This design comes from an exercise in tuning for small area on the open sky130 flow, not from production work.
Only simulation tests tie the RTL to the original design; equivalence was not proved.
Power and IR drop assume default switching activity.

`design/flow/run.sh`:
```
#!/bin/bash
# synth_recipe.tcl (not shown) runs the flow's synth.tcl, then flattens the netlist and writes it again
# the make line also repeats each setting of config.mk as NAME=value (left out here)
make -C /OpenROAD-flow-scripts/flow DESIGN_CONFIG=/design/flow/config.mk WORK_HOME=/design/flow/orfs CLKGATE_MAP_FILE= SYNTH_SCRIPT=/design/flow/synth_recipe.tcl finish
```
`design/flow/config.mk`:
```
export PLATFORM = sky130hd
export DESIGN_NAME = avc
export DESIGN_NICKNAME = avc
export VERILOG_FILES = /design/flow/design.v
export SDC_FILE = /design/flow/constraint.sdc
export NUM_CORES = 4
export LEC_CHECK = 0
export CAP_MARGIN = 20
export CORE_MARGIN = 2
export CORE_UTILIZATION = 40
export PLACE_DENSITY = 0.55
export SLEW_MARGIN = 20
```
`design/flow/constraint.sdc`:
```
create_clock -name core_clock -period 10.0 [get_ports {clk}]
set_input_delay 2.0000 -clock core_clock [delete_from_list [all_inputs] [get_ports {clk}]]
set_output_delay 2.0000 -clock core_clock [all_outputs]
set_load 0.01 [all_outputs]
```
`design/flow/design.v`:
```
module avc_codec (
    input  wire       clk,
    input  wire       rst,
    input  wire       rx,
    input  wire       start,
    input  wire [1:0] op,       
    input  wire       wbit,     
    output reg        done,
    output reg        ok,       
    output reg        rbit,     
    output reg  [1:0] cls,      
    output wire [7:0] pw,
    output wire [1:0] sym,
    output wire       tx
);
    localparam OP_RB  = 2'd0;
    localparam OP_WS  = 2'd1;
    localparam OP_WB  = 2'd2;
    localparam OP_WST = 2'd3;
    localparam C_IDLE       = 3'd0;
    localparam C_WAIT_HIGH  = 3'd1;
    localparam C_MEASURE    = 3'd2;
    localparam C_SLEEP      = 3'd3;
    localparam C_DRIVE_HIGH = 3'd4;
    localparam C_DRIVE_LOW  = 3'd5;
    localparam SYM_0     = 2'b00;
    localparam SYM_1     = 2'b01;
    localparam SYM_START = 2'b10;
    localparam SYM_NONE  = 2'b11;
    localparam T_START_HIGH = 170;
    localparam T_START_SLOT = 190;
    localparam T_BIT0_HIGH  = 33;
    localparam T_BIT1_HIGH  = 20;
    localparam T_BIT_SLOT   = 39;
    localparam TOL          = 5;
    reg [2:0] cph;
    reg [7:0] tmr;
    reg [7:0] pw_r;
    reg [1:0] sym_r;
    reg [1:0] cop;
    reg       cbit;
    assign pw  = pw_r;
    assign sym = sym_r;
    assign tx  = (cph == C_DRIVE_HIGH);
    reg [1:0] cls_now;
    always @* begin
        if (pw_r >= T_BIT0_HIGH - TOL && pw_r <= T_BIT0_HIGH + TOL)
            cls_now = SYM_0;
        else if (pw_r >= T_BIT1_HIGH - TOL && pw_r <= T_BIT1_HIGH + TOL)
            cls_now = SYM_1;
        else if (pw_r >= T_START_HIGH - TOL && pw_r <= T_START_HIGH + TOL)
            cls_now = SYM_START;
        else
            cls_now = SYM_NONE;
    end
    wire is_bit = (cls_now == SYM_0) || (cls_now == SYM_1);
    always @* begin
        done = 1'b0;
        ok   = 1'b1;
        rbit = cbit;
        cls  = cls_now;
        case (cph)
            C_MEASURE:
                if (!rx && cop == OP_RB) begin
                    if (!is_bit) begin
                        done = 1'b1;
                        ok   = 1'b0;
                    end else if (pw_r == T_BIT_SLOT - 1) begin
                        done = 1'b1;
                        rbit = (cls_now == SYM_1);
                    end
                end
            C_SLEEP:     done = (tmr == 8'd1);
            C_DRIVE_LOW: done = (tmr == 8'd1);
            default: ;
        endcase
    end
    always @(posedge clk) begin
        if (rst) begin
            cph   <= C_IDLE;
            tmr   <= 8'd0;
            pw_r  <= 8'd0;
            sym_r <= SYM_NONE;
            cop   <= 2'd0;
            cbit  <= 1'b0;
        end else begin
            case (cph)
                C_WAIT_HIGH:
                    if (rx) begin
                        pw_r <= 8'd1;
                        cph  <= C_MEASURE;
                    end
                C_MEASURE:
                    if (rx) begin
                        if (pw_r != 8'd255)
                            pw_r <= pw_r + 8'd1;
                    end else begin
                        sym_r <= cls_now;
                        if (cop == OP_RB) begin
                            if (is_bit) begin
                                cbit <= (cls_now == SYM_1);
                                if (pw_r == T_BIT_SLOT - 1) begin
                                    cph <= C_IDLE;
                                end else begin
                                    tmr <= T_BIT_SLOT - 1 - pw_r;
                                    cph <= C_SLEEP;
                                end
                            end else begin
                                cph <= C_IDLE;
                            end
                        end else begin
                            if (cls_now == SYM_START) begin
                                tmr <= T_START_SLOT - 1 - pw_r;
                                cph <= C_SLEEP;
                            end else begin
                                cph <= C_WAIT_HIGH;
                            end
                        end
                    end
                C_SLEEP: begin
                    tmr <= tmr - 8'd1;
                    if (tmr == 8'd1)
                        cph <= C_IDLE;
                end
                C_DRIVE_HIGH: begin
                    tmr <= tmr - 8'd1;
                    if (tmr == 8'd1) begin
                        cph <= C_DRIVE_LOW;
                        if (cop == OP_WST)
                            tmr <= T_START_SLOT - T_START_HIGH;
                        else if (cbit)
                            tmr <= T_BIT_SLOT - T_BIT1_HIGH;
                        else
                            tmr <= T_BIT_SLOT - T_BIT0_HIGH;
                    end
                end
                C_DRIVE_LOW: begin
                    tmr <= tmr - 8'd1;
                    if (tmr == 8'd1)
                        cph <= C_IDLE;
                end
                default: ;
            endcase
            if (start) begin
                cop  <= op;
                cbit <= wbit;
                case (op)
                    OP_RB, OP_WS: cph <= C_WAIT_HIGH;
                    OP_WB: begin
                        cph <= C_DRIVE_HIGH;
                        tmr <= wbit ? T_BIT1_HIGH : T_BIT0_HIGH;
                    end
                    default: begin
                        cph <= C_DRIVE_HIGH;
                        tmr <= T_START_HIGH;
                    end
                endcase
            end
        end
    end
endmodule
module avc (
    input  wire        clk,
    input  wire        rst,
    input  wire        rx,
    output wire        tx,
    output wire        en,
    input  wire [9:0]  haddr,
    input  wire [15:0] hwdata,
    input  wire        hwe,
    output reg  [15:0] hrdata
);
    localparam CAPACITY = 32;
    localparam OP_ENABLE     = 4'h1;
    localparam OP_DISABLE    = 4'h2;
    localparam OP_IS_ENABLED = 4'h3;
    localparam OP_WAIT_START = 4'h4;
    localparam OP_READ_BIT   = 4'h5;
    localparam OP_WRITE_BIT  = 4'h6;
    localparam OP_WRITE_STRT = 4'h7;
    localparam OP_READ_FIELD = 4'h8;
    localparam OP_WRITE_FLD  = 4'h9;
    localparam OP_ACK_RES    = 4'hA;
    localparam OP_ACK_CHK    = 4'hB;
    localparam OP_READ_MSG   = 4'hC;
    localparam OP_WRITE_MSG  = 4'hD;
    localparam OP_CONFIG     = 4'hE;
    localparam S_IDLE        = 6'd0;
    localparam S_CODEC       = 6'd1;
    localparam S_FIELD_RD    = 6'd2;
    localparam S_FIELD_WR    = 6'd3;
    localparam S_ACK_RES     = 6'd4;
    localparam S_ACK_CHK     = 6'd5;
    localparam R_START       = 6'd8;
    localparam R_BCAST       = 6'd9;
    localparam R_MASTER      = 6'd10;
    localparam R_SLAVE       = 6'd11;
    localparam R_SLAVE_ACK   = 6'd12;
    localparam R_CONTROL     = 6'd13;
    localparam R_CONTROL_ACK = 6'd14;
    localparam R_LEN         = 6'd15;
    localparam R_LEN_ACK     = 6'd16;
    localparam R_DATA        = 6'd17;
    localparam R_DATA_ACK    = 6'd18;
    localparam W_START       = 6'd25;
    localparam W_BCAST       = 6'd26;
    localparam W_MASTER      = 6'd27;
    localparam W_SLAVE       = 6'd28;
    localparam W_SLAVE_ACK   = 6'd29;
    localparam W_CONTROL     = 6'd30;
    localparam W_CONTROL_ACK = 6'd31;
    localparam W_LEN         = 6'd32;
    localparam W_LEN_ACK     = 6'd33;
    localparam W_DATA        = 6'd34;
    localparam W_DATA_ACK    = 6'd35;
    localparam E_NONE      = 4'd0;
    localparam E_BUS_READ  = 4'd1;
    localparam E_BIT_SEQ   = 4'd2;
    localparam E_PARITY    = 4'd3;
    localparam E_BITS_CNT  = 4'd4;
    localparam E_BCAST     = 4'd6;
    localparam E_MASTER    = 4'd7;
    localparam E_SLAVE     = 4'd8;
    localparam E_CONTROL   = 4'd9;
    localparam E_LENGTH    = 4'd10;
    localparam E_DATA      = 4'd11;
    localparam E_ACK       = 4'd12;
    localparam C_RB  = 2'd0;
    localparam C_WS  = 2'd1;
    localparam C_WB  = 2'd2;
    localparam C_WST = 2'd3;
    reg        en_r;
    reg [11:0] local_addr;
    reg [15:0] arg;
    reg [15:0] res;
    reg        busy, done_r, ok_r, rxm_valid;
    reg [3:0]  err, cause;
    reg        rxm_bcast;
    reg [11:0] rxm_master, rxm_slave;
    reg [3:0]  rxm_control;
    reg [8:0]  rxm_len;
    reg        txm_bcast;
    reg [11:0] txm_master, txm_slave;
    reg [3:0]  txm_control;
    reg [8:0]   txm_len;
    wire [8*CAPACITY-1:0] rxm_flat;    
    wire [8*CAPACITY-1:0] txm_flat;    
    reg [5:0]  seq;
    reg [3:0]  op_r;        
    reg        b_r;         
    reg [8:0]  byteidx;
    reg        answering;
    reg [15:0] acc;
    reg        par;
    reg [4:0]  bitcnt;
    reg        fph;         
    reg        aph;         
    assign en = en_r;
    reg        c_start;
    reg [1:0]  c_op;
    reg        c_wbit;
    wire       c_done, c_ok, c_bit;
    wire [1:0] c_cls;
    wire [7:0] pw;
    wire [1:0] sym;
    avc_codec u_codec (
        .clk(clk), .rst(rst), .rx(rx),
        .start(c_start), .op(c_op), .wbit(c_wbit),
        .done(c_done), .ok(c_ok), .rbit(c_bit), .cls(c_cls),
        .pw(pw), .sym(sym), .tx(tx)
    );
    wire [3:0] c_kind = (c_cls == 2'b10) ? E_BIT_SEQ : E_BUS_READ;
    wire       host_we  = hwe && !rst && !busy;
    wire       cmd_go   = host_we && (haddr == 10'h000) && (hwdata[3:0] != 4'hF);
    wire [3:0] cmd_op   = hwdata[3:0];
    wire [4:0] cmd_n    = hwdata[8:4];
    wire       cmd_b    = hwdata[9];
    wire       txm_ok   = (txm_len >= 9'd1) && (txm_len <= CAPACITY);
    wire is_fr = (seq == S_FIELD_RD) || (seq == R_MASTER) || (seq == R_SLAVE) ||
                 (seq == R_CONTROL)  || (seq == R_LEN)    || (seq == R_DATA);
    wire is_fw = (seq == S_FIELD_WR) || (seq == W_MASTER) || (seq == W_SLAVE) ||
                 (seq == W_CONTROL)  || (seq == W_LEN)    || (seq == W_DATA);
    wire is_ar = (seq == S_ACK_RES) || (seq == R_SLAVE_ACK) || (seq == R_CONTROL_ACK) ||
                 (seq == R_LEN_ACK) || (seq == R_DATA_ACK);
    wire is_ac = (seq == S_ACK_CHK) || (seq == W_SLAVE_ACK) || (seq == W_CONTROL_ACK) ||
                 (seq == W_LEN_ACK) || (seq == W_DATA_ACK);
    wire ar_answer = (seq == S_ACK_RES) ? b_r : answering;
    wire ac_expect = (seq == S_ACK_CHK) ? b_r : !txm_bcast;
    wire [4:0] bit_hi   = bitcnt - 5'd1;
    wire [4:0] bit_lo   = bitcnt - 5'd2;
    wire       cur_wbit = acc[bit_hi[3:0]];    
    reg        ev_ok;       
    reg        ev_fail;     
    reg [3:0]  ev_kind;     
    reg        eng_next;    
    reg [1:0]  eng_op;
    reg        eng_wbit;
    always @* begin
        ev_ok    = 1'b0;
        ev_fail  = 1'b0;
        ev_kind  = E_NONE;
        eng_next = 1'b0;
        eng_op   = C_RB;
        eng_wbit = 1'b0;
        if (c_done) begin
            if (is_fr) begin
                if (!c_ok) begin
                    ev_fail = 1'b1;
                    ev_kind = c_kind;
                end else if (!fph) begin
                    eng_next = 1'b1;
                    eng_op   = C_RB;
                end else if (par ^ c_bit) begin
                    ev_fail = 1'b1;
                    ev_kind = E_PARITY;
                end else begin
                    ev_ok = 1'b1;
                end
            end else if (is_fw) begin
                if (!fph) begin
                    eng_next = 1'b1;
                    eng_op   = C_WB;
                    eng_wbit = (bitcnt == 5'd1) ? (par ^ cur_wbit) : acc[bit_lo[3:0]];
                end else begin
                    ev_ok = 1'b1;
                end
            end else if (is_ar) begin
                if (aph) begin
                    ev_ok = 1'b1;
                end else if (!c_ok) begin
                    ev_fail = 1'b1;
                    ev_kind = c_kind;
                end else if (ar_answer && c_bit) begin
                    eng_next = 1'b1;
                    eng_op   = C_WB;
                    eng_wbit = 1'b0;
                end else begin
                    ev_ok = 1'b1;
                end
            end else if (is_ac) begin
                if (!c_ok) begin
                    ev_fail = 1'b1;
                    ev_kind = c_kind;
                end else if (ac_expect && c_bit) begin
                    ev_fail = 1'b1;
                    ev_kind = E_NONE;
                end else begin
                    ev_ok = 1'b1;
                end
            end
        end
    end
    wire [15:0] fval    = acc;
    wire [8:0]  len_dec = (acc[7:0] == 8'd0) ? 9'd256 : {1'b0, acc[7:0]};
    wire [8:0]  byte_nx = byteidx + 9'd1;
    reg [5:0]  seq_n;
    reg        ld_field;    
    reg        ld_write;    
    reg [4:0]  ld_n;
    reg [15:0] ld_v;
    reg        ld_ack;      
    wire [4:0] ld_hi = ld_n - 5'd1;
    reg        fin;         
    reg        fin_ok;
    reg [3:0]  fin_err, fin_cause;
    reg [15:0] fin_res;
    always @* begin
        seq_n     = seq;
        c_start   = 1'b0;
        c_op      = C_RB;
        c_wbit    = 1'b0;
        ld_field  = 1'b0;
        ld_write  = 1'b0;
        ld_n      = 5'd0;
        ld_v      = 16'd0;
        ld_ack    = 1'b0;
        fin       = 1'b0;
        fin_ok    = 1'b1;
        fin_err   = E_NONE;
        fin_cause = E_NONE;
        fin_res   = 16'd0;
        if (cmd_go) begin
            case (cmd_op)
                OP_WAIT_START: begin seq_n = S_CODEC; c_start = 1'b1; c_op = C_WS; end
                OP_READ_BIT:   begin seq_n = S_CODEC; c_start = 1'b1; c_op = C_RB; end
                OP_WRITE_BIT:  begin seq_n = S_CODEC; c_start = 1'b1; c_op = C_WB; c_wbit = cmd_b; end
                OP_WRITE_STRT: begin seq_n = S_CODEC; c_start = 1'b1; c_op = C_WST; end
                OP_READ_FIELD:
                    if (cmd_n > 5'd16) begin
                        seq_n = S_CODEC;
                    end else begin
                        seq_n = S_FIELD_RD;
                        ld_field = 1'b1; ld_n = cmd_n;
                    end
                OP_WRITE_FLD:
                    if (cmd_n > 5'd16) begin
                        seq_n = S_CODEC;
                    end else begin
                        seq_n = S_FIELD_WR;
                        ld_field = 1'b1; ld_write = 1'b1; ld_n = cmd_n; ld_v = arg;
                    end
                OP_ACK_RES:    begin seq_n = S_ACK_RES; ld_ack = 1'b1; end
                OP_ACK_CHK:    begin seq_n = S_ACK_CHK; ld_ack = 1'b1; end
                OP_READ_MSG:   begin seq_n = R_START; c_start = 1'b1; c_op = C_WS; end
                OP_WRITE_MSG:
                    if (txm_ok) begin
                        seq_n = W_START; c_start = 1'b1; c_op = C_WST;
                    end else begin
                        seq_n = S_CODEC;
                    end
                default:       seq_n = S_CODEC;    
            endcase
        end else begin
            case (seq)
                S_CODEC:
                    case (op_r)
                        OP_WAIT_START, OP_WRITE_BIT, OP_WRITE_STRT:
                            if (c_done) fin = 1'b1;
                        OP_READ_BIT:
                            if (c_done) begin
                                fin = 1'b1;
                                if (c_ok) begin
                                    fin_res = {15'd0, c_bit};
                                end else begin
                                    fin_ok  = 1'b0;
                                    fin_err = c_kind;
                                end
                            end
                        OP_READ_FIELD, OP_WRITE_FLD: begin
                            fin = 1'b1; fin_ok = 1'b0; fin_err = E_BITS_CNT;
                        end
                        OP_WRITE_MSG: begin
                            fin = 1'b1; fin_ok = 1'b0; fin_err = E_LENGTH;
                        end
                        OP_IS_ENABLED: begin
                            fin = 1'b1; fin_res = {15'd0, en_r};
                        end
                        default: fin = 1'b1;
                    endcase
                S_FIELD_RD, S_FIELD_WR, S_ACK_RES, S_ACK_CHK:
                    if (ev_ok) begin
                        fin = 1'b1;
                        if (seq == S_FIELD_RD) fin_res = fval;
                    end else if (ev_fail) begin
                        fin = 1'b1; fin_ok = 1'b0;
                        if (seq == S_ACK_RES || seq == S_ACK_CHK) begin
                            fin_err = E_ACK; fin_cause = ev_kind;
                        end else begin
                            fin_err = ev_kind;
                        end
                    end
                R_START:
                    if (c_done) begin
                        seq_n = R_BCAST; c_start = 1'b1; c_op = C_RB;
                    end
                R_BCAST:
                    if (c_done) begin
                        if (!c_ok) begin
                            fin = 1'b1; fin_ok = 1'b0; fin_err = E_BCAST; fin_cause = c_kind;
                        end else begin
                            seq_n = R_MASTER; ld_field = 1'b1; ld_n = 5'd12;
                        end
                    end
                R_MASTER:
                    if (ev_ok) begin
                        seq_n = R_SLAVE; ld_field = 1'b1; ld_n = 5'd12;
                    end else if (ev_fail) begin
                        fin = 1'b1; fin_ok = 1'b0; fin_err = E_MASTER; fin_cause = ev_kind;
                    end
                R_SLAVE:
                    if (ev_ok) begin
                        seq_n = R_SLAVE_ACK; ld_ack = 1'b1;
                    end else if (ev_fail) begin
                        fin = 1'b1; fin_ok = 1'b0; fin_err = E_SLAVE; fin_cause = ev_kind;
                    end
                R_SLAVE_ACK, R_CONTROL_ACK, R_LEN_ACK, R_DATA_ACK:
                    if (ev_fail) begin
                        fin = 1'b1; fin_ok = 1'b0; fin_err = E_ACK; fin_cause = ev_kind;
                    end else if (ev_ok) begin
                        if (seq == R_SLAVE_ACK) begin
                            seq_n = R_CONTROL; ld_field = 1'b1; ld_n = 5'd4;
                        end else if (seq == R_CONTROL_ACK) begin
                            seq_n = R_LEN; ld_field = 1'b1; ld_n = 5'd8;
                        end else if (seq == R_LEN_ACK) begin
                            seq_n = R_DATA; ld_field = 1'b1; ld_n = 5'd8;
                        end else if (byte_nx < rxm_len) begin
                            seq_n = R_DATA; ld_field = 1'b1; ld_n = 5'd8;
                        end else begin
                            fin = 1'b1;
                        end
                    end
                R_CONTROL:
                    if (ev_ok) begin
                        seq_n = R_CONTROL_ACK; ld_ack = 1'b1;
                    end else if (ev_fail) begin
                        fin = 1'b1; fin_ok = 1'b0; fin_err = E_CONTROL; fin_cause = ev_kind;
                    end
                R_LEN:
                    if (ev_ok) begin
                        if (len_dec > CAPACITY) begin
                            fin = 1'b1; fin_ok = 1'b0; fin_err = E_LENGTH;
                        end else begin
                            seq_n = R_LEN_ACK; ld_ack = 1'b1;
                        end
                    end else if (ev_fail) begin
                        fin = 1'b1; fin_ok = 1'b0; fin_err = E_LENGTH; fin_cause = ev_kind;
                    end
                R_DATA:
                    if (ev_ok) begin
                        seq_n = R_DATA_ACK; ld_ack = 1'b1;
                    end else if (ev_fail) begin
                        fin = 1'b1; fin_ok = 1'b0; fin_err = E_DATA; fin_cause = ev_kind;
                    end
                W_START:
                    if (c_done) begin
                        seq_n = W_BCAST; c_start = 1'b1; c_op = C_WB; c_wbit = txm_bcast;
                    end
                W_BCAST:
                    if (c_done) begin
                        seq_n = W_MASTER; ld_field = 1'b1; ld_write = 1'b1;
                        ld_n = 5'd12; ld_v = {4'd0, txm_master};
                    end
                W_MASTER:
                    if (ev_ok) begin
                        seq_n = W_SLAVE; ld_field = 1'b1; ld_write = 1'b1;
                        ld_n = 5'd12; ld_v = {4'd0, txm_slave};
                    end
                W_SLAVE:
                    if (ev_ok) begin
                        seq_n = W_SLAVE_ACK; ld_ack = 1'b1;
                    end
                W_CONTROL:
                    if (ev_ok) begin
                        seq_n = W_CONTROL_ACK; ld_ack = 1'b1;
                    end
                W_LEN:
                    if (ev_ok) begin
                        seq_n = W_LEN_ACK; ld_ack = 1'b1;
                    end
                W_DATA:
                    if (ev_ok) begin
                        seq_n = W_DATA_ACK; ld_ack = 1'b1;
                    end
                W_SLAVE_ACK, W_CONTROL_ACK, W_LEN_ACK, W_DATA_ACK:
                    if (ev_fail) begin
                        fin = 1'b1; fin_ok = 1'b0; fin_err = E_ACK; fin_cause = ev_kind;
                    end else if (ev_ok) begin
                        if (seq == W_SLAVE_ACK) begin
                            seq_n = W_CONTROL; ld_field = 1'b1; ld_write = 1'b1;
                            ld_n = 5'd4; ld_v = {12'd0, txm_control};
                        end else if (seq == W_CONTROL_ACK) begin
                            seq_n = W_LEN; ld_field = 1'b1; ld_write = 1'b1;
                            ld_n = 5'd8; ld_v = {8'd0, txm_len[7:0]};
                        end else if (seq == W_LEN_ACK) begin
                            seq_n = W_DATA; ld_field = 1'b1; ld_write = 1'b1;
                            ld_n = 5'd8; ld_v = {8'd0, txm_flat[byteidx[4:0]*8 +: 8]};
                        end else if (byte_nx < txm_len) begin
                            seq_n = W_DATA; ld_field = 1'b1; ld_write = 1'b1;
                            ld_n = 5'd8; ld_v = {8'd0, txm_flat[byte_nx[4:0]*8 +: 8]};
                        end else begin
                            fin = 1'b1;
                        end
                    end
                default: ;
            endcase
            if (fin)
                seq_n = S_IDLE;
            if (ld_field) begin
                c_start = 1'b1;
                c_op    = ld_write ? C_WB : C_RB;
                c_wbit  = ld_write && (ld_n != 5'd0) ? ld_v[ld_hi[3:0]] : 1'b0;
            end else if (ld_ack) begin
                c_start = 1'b1;
                c_op    = C_RB;
            end else if (eng_next && !fin) begin
                c_start = 1'b1;
                c_op    = eng_op;
                c_wbit  = eng_wbit;
            end
        end
        if (cmd_go && ld_field) begin
            c_start = 1'b1;
            c_op    = ld_write ? C_WB : C_RB;
            c_wbit  = ld_write && (ld_n != 5'd0) ? ld_v[ld_hi[3:0]] : 1'b0;
        end
        if (cmd_go && ld_ack) begin
            c_start = 1'b1;
            c_op    = C_RB;
        end
    end
    wire is_read_msg = (seq >= R_START) && (seq <= R_DATA_ACK);
    wire rxm_clr = (cmd_go && cmd_op == OP_READ_MSG) || (fin && is_read_msg && !fin_ok);
    wire rxm_wr  = !cmd_go && (seq == R_DATA) && ev_ok;
    genvar gi;
    generate
        for (gi = 0; gi < CAPACITY; gi = gi + 1) begin : g_buf
            reg [7:0] rxb;
            reg [7:0] txb;
            always @(posedge clk) begin
                if (rst) begin
                    rxb <= 8'd0;
                    txb <= 8'd0;
                end else begin
                    if (host_we && haddr == 10'h200 + gi)
                        txb <= hwdata[7:0];
                    if (rxm_clr)
                        rxb <= 8'd0;
                    else if (rxm_wr && byteidx[4:0] == gi)
                        rxb <= fval[7:0];
                end
            end
            assign rxm_flat[gi*8 +: 8] = rxb;
            assign txm_flat[gi*8 +: 8] = txb;
        end
    endgenerate
    always @(posedge clk) begin
        if (rst) begin
            en_r        <= 1'b0;
            local_addr  <= 12'd0;
            arg         <= 16'd0;
            res         <= 16'd0;
            busy        <= 1'b0;
            done_r      <= 1'b0;
            ok_r        <= 1'b0;
            rxm_valid   <= 1'b0;
            err         <= 4'd0;
            cause       <= 4'd0;
            rxm_bcast   <= 1'b0;
            rxm_master  <= 12'd0;
            rxm_slave   <= 12'd0;
            rxm_control <= 4'd0;
            rxm_len     <= 9'd0;
            txm_bcast   <= 1'b0;
            txm_master  <= 12'd0;
            txm_slave   <= 12'd0;
            txm_control <= 4'd0;
            txm_len     <= 9'd0;
            seq         <= S_IDLE;
            op_r        <= 4'd0;
            b_r         <= 1'b0;
            byteidx     <= 9'd0;
            answering   <= 1'b0;
            acc         <= 16'd0;
            par         <= 1'b0;
            bitcnt      <= 5'd0;
            fph         <= 1'b0;
            aph         <= 1'b0;
        end else begin
            seq <= seq_n;
            if (host_we) begin
                case (haddr)
                    10'h001: arg         <= hwdata;
                    10'h020: txm_bcast   <= hwdata[0];
                    10'h021: txm_master  <= hwdata[11:0];
                    10'h022: txm_slave   <= hwdata[11:0];
                    10'h023: txm_control <= hwdata[3:0];
                    10'h024: txm_len     <= hwdata[8:0];
                    default: ;
                endcase
            end
            if (cmd_go) begin
                busy    <= 1'b1;
                done_r  <= 1'b0;
                op_r    <= cmd_op;
                b_r     <= cmd_b;
                byteidx <= 9'd0;
                answering <= 1'b0;
                if (cmd_op == OP_READ_MSG) begin
                    rxm_valid   <= 1'b0;
                    rxm_bcast   <= 1'b0;
                    rxm_master  <= 12'd0;
                    rxm_slave   <= 12'd0;
                    rxm_control <= 4'd0;
                    rxm_len     <= 9'd0;
                end
            end
            if (ld_field) begin
                acc    <= ld_write ? ld_v : 16'd0;
                par    <= 1'b0;
                bitcnt <= ld_n;
                fph    <= (ld_n == 5'd0);
            end else if (eng_next && is_fr) begin
                acc    <= {acc[14:0], c_bit};
                par    <= par ^ c_bit;
                bitcnt <= bitcnt - 5'd1;
                if (bitcnt == 5'd1) fph <= 1'b1;
            end else if (eng_next && is_fw) begin
                par    <= par ^ cur_wbit;
                bitcnt <= bitcnt - 5'd1;
                if (bitcnt == 5'd1) fph <= 1'b1;
            end
            if (ld_ack)
                aph <= 1'b0;
            else if (eng_next && is_ar)
                aph <= 1'b1;
            if (!cmd_go) begin
                case (seq)
                    R_BCAST:   if (c_done && c_ok) rxm_bcast <= c_bit;
                    R_MASTER:  if (ev_ok) rxm_master <= fval[11:0];
                    R_SLAVE:   if (ev_ok) begin
                                   rxm_slave <= fval[11:0];
                                   answering <= !rxm_bcast && (fval[11:0] == local_addr);
                               end
                    R_CONTROL: if (ev_ok) rxm_control <= fval[3:0];
                    R_LEN:     if (ev_ok && len_dec <= CAPACITY) rxm_len <= len_dec;
                    R_DATA_ACK, W_DATA_ACK:
                               if (ev_ok) byteidx <= byte_nx;
                    default: ;
                endcase
            end
            if (fin) begin
                busy      <= 1'b0;
                done_r    <= 1'b1;
                ok_r      <= fin_ok;
                err       <= fin_err;
                cause     <= fin_cause;
                res       <= fin_res;
                answering <= 1'b0;
                byteidx   <= 9'd0;
                case (op_r)
                    OP_ENABLE:  en_r <= 1'b1;
                    OP_DISABLE: en_r <= 1'b0;
                    OP_CONFIG:  local_addr <= arg[11:0];
                    default: ;
                endcase
                if (is_read_msg) begin
                    if (fin_ok) begin
                        rxm_valid <= 1'b1;
                    end else begin
                        rxm_valid   <= 1'b0;
                        rxm_bcast   <= 1'b0;
                        rxm_master  <= 12'd0;
                        rxm_slave   <= 12'd0;
                        rxm_control <= 4'd0;
                        rxm_len     <= 9'd0;
                    end
                end
            end
        end
    end
    wire [15:0] status = {cause, err, 3'b000, rxm_valid, en_r, ok_r, done_r, busy};
    always @* begin
        hrdata = 16'd0;
        case (haddr)
            10'h001: hrdata = arg;
            10'h002: hrdata = status;
            10'h003: hrdata = res;
            10'h004: hrdata = {6'd0, sym, pw};
            10'h005: hrdata = {4'd0, local_addr};
            10'h010: hrdata = rxm_valid ? {15'd0, rxm_bcast}    : 16'd0;
            10'h011: hrdata = rxm_valid ? {4'd0, rxm_master}    : 16'd0;
            10'h012: hrdata = rxm_valid ? {4'd0, rxm_slave}     : 16'd0;
            10'h013: hrdata = rxm_valid ? {12'd0, rxm_control}  : 16'd0;
            10'h014: hrdata = rxm_valid ? {7'd0, rxm_len}       : 16'd0;
            10'h020: hrdata = {15'd0, txm_bcast};
            10'h021: hrdata = {4'd0, txm_master};
            10'h022: hrdata = {4'd0, txm_slave};
            10'h023: hrdata = {12'd0, txm_control};
            10'h024: hrdata = {7'd0, txm_len};
            default: ;
        endcase
        if (haddr[9:5] == 5'b01000)
            hrdata = rxm_valid ? {8'd0, rxm_flat[haddr[4:0]*8 +: 8]} : 16'd0;
        else if (haddr[9:5] == 5'b10000)
            hrdata = {8'd0, txm_flat[haddr[4:0]*8 +: 8]};
    end
endmodule
```
==> flow_summary.yaml <==
clock_network:
  clockRootBuffer: "clkbuf_16"
  clockBufferDepth: 3
  cts_setup_buffers: 0
  cts_sinks: 712
  numCtsBuffers: 85
  cts-htree-levels: 3
  cts_tree: "done"
  clkLatencyLatePin_ns: 0.67
  clk_pin_slew_ns: 0.05
  holdBufCountCts: 0
  cts_resized: 0
worst_setup_path:
  path_common_cell: "clkdlybuf4s50_1"
  slowest_stage: "nor2_1"
  path_class: "in2out"
  cp-endpoint: "hrdata[3]"
  cp_num_buf_inv: 2
  r2r_end: "res[8]$_SDFFE_PP0P_"
  path_max_fanout: 11
  endpoint_kind: "primary output"
  path_delay_family: "simple AND/OR/NAND/NOR gates"
  max_stage_delay_ns: 0.85
  worstPathArrival_ns: 6.10
  crit_chain: "clkdlybuf4s50_1 > or4_1 > or3_1 > nor2_1 > a222oi_1 > nand4_1 > nor3_1 > o21ai_0 > clkdlybuf4s50_1"
  required_ns: 8.00
  setup.worst_path.start: "haddr[7]"
  worst_setup_path_start_kind: "primary input"
  r2r_start: "byteidx[0]$_SDFF_PP0_"
  rr_worst_depth: 16
  rrSetupSlack_ns: 2.79
  cp.depth: 9
final_layout:
  regArea_um2: 14270
  fin_nets: 4459
  fillCellCount: 9646
  area_delta_synth_final_pct: 10.57
  drive_gt1_share_pct: 14.01
  multi_input_area_um2: 24180
floorplanning:
  die_h_um: 320.5
  boundaryPins: 48
  core_um2: 99710
  dieArea_um2: 102700
  die_w_um: 320.5
  initial_utilization_pct: 40.18
  row_count: 116
placement:
  dp_slack_ns: 2.037
  port_buffers: 47
  hpwl_mm: 104.1
  gp_congestion: 0.9608
timing:
  drv_slew: 0
  max_freq_mhz: 123.4
  slew-limit-headroom_pct: 24.38
  whs_ns: 0.4453
  period_share_pct: 81.03
  hold_viol_final: 0
  min_period_ns: 8.103
  fin_ws_ns: 1.897
  finalSetupViolCount: 0
  rsz0062_at_grt: "no"
  tns_ns: 0
  skew_ns: 0.02884
  tightest_slew_ns: 1.130
synth:
  synth.most_common_cell: "nand2_1"
  synth_cells: 4546
  synth.largest_area_cell: "dfxtp_1"
  ys_types: 93
  yosysSeqAreaShare_pct: 35.58
  yosysTopAreaCellShare_pct: 35.58
  synth-async-reset-ratio_pct: 0
  synth-main-ff-cell: "dfxtp_1"
  synth_seq_cells: 712
  synth_common_cells: "nand2_1 (868), dfxtp_1 (712), a21oi_1 (498)"
  synth_area_leaders: "dfxtp_1 (36%), mux4_2 (16%), nand2_1 (8.1%), mux2i_1 (7.8%), a21oi_1 (6.2%)"
  netlist_area_um2: 40060
  synth_edf_count: 0
  syn_nets: 4612
  synth_warnings: 2
  avgSynthCellArea_um2: 8.812
power:
  ir_drop_uv: 110.9
  power_density_nw_per_um2: 150.8
  p_leak_nw: 14.57
route:
  dr.pass1.iters: 9
  via_per_inst: 6.275
  drc: 0
  ant_nets: 0
  detail_route.wl_per_cell_um: 26.94
  vias: 36140
  drt_first_iter_violations: 4592
  drt_wl_total_mm: 155.2
global_route:
  grt_max_degree: 95
  overflow: 0
  antenna_found_initial: 7
  grt_use_total_pct: 29.56
  grt_pass1_wl_mm: 229.4
  grt_pass1_vias: 33670
outcome:
  outcome: "timing/DRC/antenna clean"
hold_path:
  hold_path_class: "reg2reg"
job:
  cap_violations: 0
==> layout make-up <==
cell class              instances  area share (%)
diodes                          2         0.01130
clock inverters                28          0.5564
multi-input cells            3389           54.59
flip-flops and latches        712           32.21
repair buffers                144           2.754
inverters                      61          0.5169
clock buffers                 126           5.697
well taps                    1298           3.666
==> worst register-to-register path, stage by stage (launching register included) <==
cell	delay, ns
dfxtp_4	0.83
ha_1	1.00
and3_1	0.40
ha_1	0.48
inv_1	0.31
ha_1	0.37
a21oi_1	0.13
nor2_1	0.05
a211oi_1	0.73
o21ai_0	0.38
nand3_1	0.18
o21ai_1	0.08
a211oi_2	0.72
nor2_1	0.30
buf_4	0.29
nor2_2	0.63
a22o_1	0.26
==> state kept, by name (all words and copies together), names as in the netlist, 3 cells and up <==
register      flops
g_buf.rxb       256
g_buf.txb       256
acc              16
arg              16
res              16
local_addr       12
rxm_master       12
rxm_slave        12
txm_master       12
txm_slave        12
byteidx           9
rxm_len           9
txm_len           9
u_codec.pw_r      8
u_codec.tmr       8
seq               6
bitcnt            5
err               4
op_r              4
rxm_control       4
txm_control       4
u_codec.cph       3
==> where the power goes <==
group | switching (mW) | leakage (nW) | total (mW) | internal, mW
logic | 0.508 | 7.47 | 0.698 | 0.190
registers | 0.0215 | 5.74 | 2.88 | 2.85
clock network | 1.30 | 1.36 | 3.11 | 1.80
==> how the worst min path moves through the flow <==
stage,cells past startpoint,end,slack [ns],startpoint
detailed placement,2,g_buf[2].rxb[4]$_SDFFE_PP0P_,0.44,g_buf[2].rxb[4]$_SDFFE_PP0P_
global route,2,g_buf[22].rxb[7]$_SDFFE_PP0P_,0.47,g_buf[22].rxb[7]$_SDFFE_PP0P_
global placement,2,g_buf[2].rxb[3]$_SDFFE_PP0P_,0.43,g_buf[2].rxb[3]$_SDFFE_PP0P_
CTS,2,g_buf[2].rxb[4]$_SDFFE_PP0P_,0.45,g_buf[2].rxb[4]$_SDFFE_PP0P_
floorplan,2,g_buf[1].rxb[7]$_SDFFE_PP0P_,0.43,g_buf[1].rxb[7]$_SDFFE_PP0P_
finish,2,g_buf[2].rxb[4]$_SDFFE_PP0P_,0.45,g_buf[2].rxb[4]$_SDFFE_PP0P_
==> kinds of logic (layout without fill, tap and decap cells) <==
| kind of cell | Yosys count | after routing | synth area share (%) |
|---|---|---|---|
| AO/OA/AOI/OAI | 924 | 924 | 14.22 |
| XOR/XNOR | 45 | 45 | 0.9838 |
| adder cells (fa/ha/maj) | 36 | 36 | 1.124 |
| buffers and inverters | 445 | 359 | 4.388 |
| flip-flops | 712 | 712 | 35.58 |
| multiplexers | 621 | 621 | 24.69 |
| other | 0 | 2 | 0 |
| AND/OR/NAND/NOR | 1763 | 1763 | 19.02 |
==> through the flow <==
step / cells / power (mW) / cell area [µm²] / util (%)
2_1_floorplan: 4546 / 3.393 / 40060 / -
4_1_cts: 5757 / 6.692 / 44260 / 44.39
3_3_place_gp: 5603 / 3.612 / 41490 / 41.61
6_report: 5760 / 6.678 / 44300 / 44.42
3_5_place_dp: 5603 / 3.607 / 41490 / 41.61
5_1_grt: 5758 / 6.867 / 44290 / 44.42
==> routing by layer <==
layer / wire length, µm / share of wire (%) / GRT usage, %
met3: 14870 / 9.6 / 5.992
met4: 6343 / 4.1 / 11.90
met5: 34 / 0.022 / 0
met1: 65940 / 42 / 41.32
met2: 67990 / 44 / 44.60
==> placed cells by master, fill, tap and decap left out, types with 14 or more instances in the layout <==
cell	count
nand2_1	868
and2_1	42
or3_1	18
clkdlybuf4s50_1	34
inv_1	57
xor2_1	19
clkbuf_1	19
and3_1	21
nand2b_1	22
clkbuf_8	20
ha_1	35
a222oi_1	24
xnor2_1	26
mux2i_1	313
a22o_1	20
nand3_1	152
a21oi_1	497
mux2_2	16
buf_4	94
o21ai_0	88
clkbuf_16	87
a31oi_1	27
o22ai_1	24
a22oi_1	56
nor3_1	52
dfxtp_1	702
o211ai_1	20
nor2b_1	27
nor2_1	442
clkinv_2	14
a211oi_1	23
mux4_2	292
nand4_1	14

static timing again, ports no longer ideal:
The flow's constraints put no driver on any port. The routed layout listed below was extracted and timed again, unchanged, in two steps.
Step 1 assumes that a clkbuf_16 drives the clock port and a buf_2 every other input.
Step 2 adds t to the input delays and takes it off the output delays; t is the mean of the earliest and latest rising clock arrival at the registers after step 1. Input paths then give back, and output paths get back, about the clock's delay inside the block.
Three values: ideal ports, drivers, drivers and shift; two values: the first two.
t, ns: 0.732
setup slack, ns: 1.897 / 1.876 / 1.876
worst setup path at the end: input to output
clock arrival spread, ns: 0.029 / 0.029
worst data-port slew with drivers (ns): 0.15
After both steps this run still meets setup and hold. For this run, drivers alone change the setup slack by -0.021 ns; drivers and shift together by -0.021 ns.
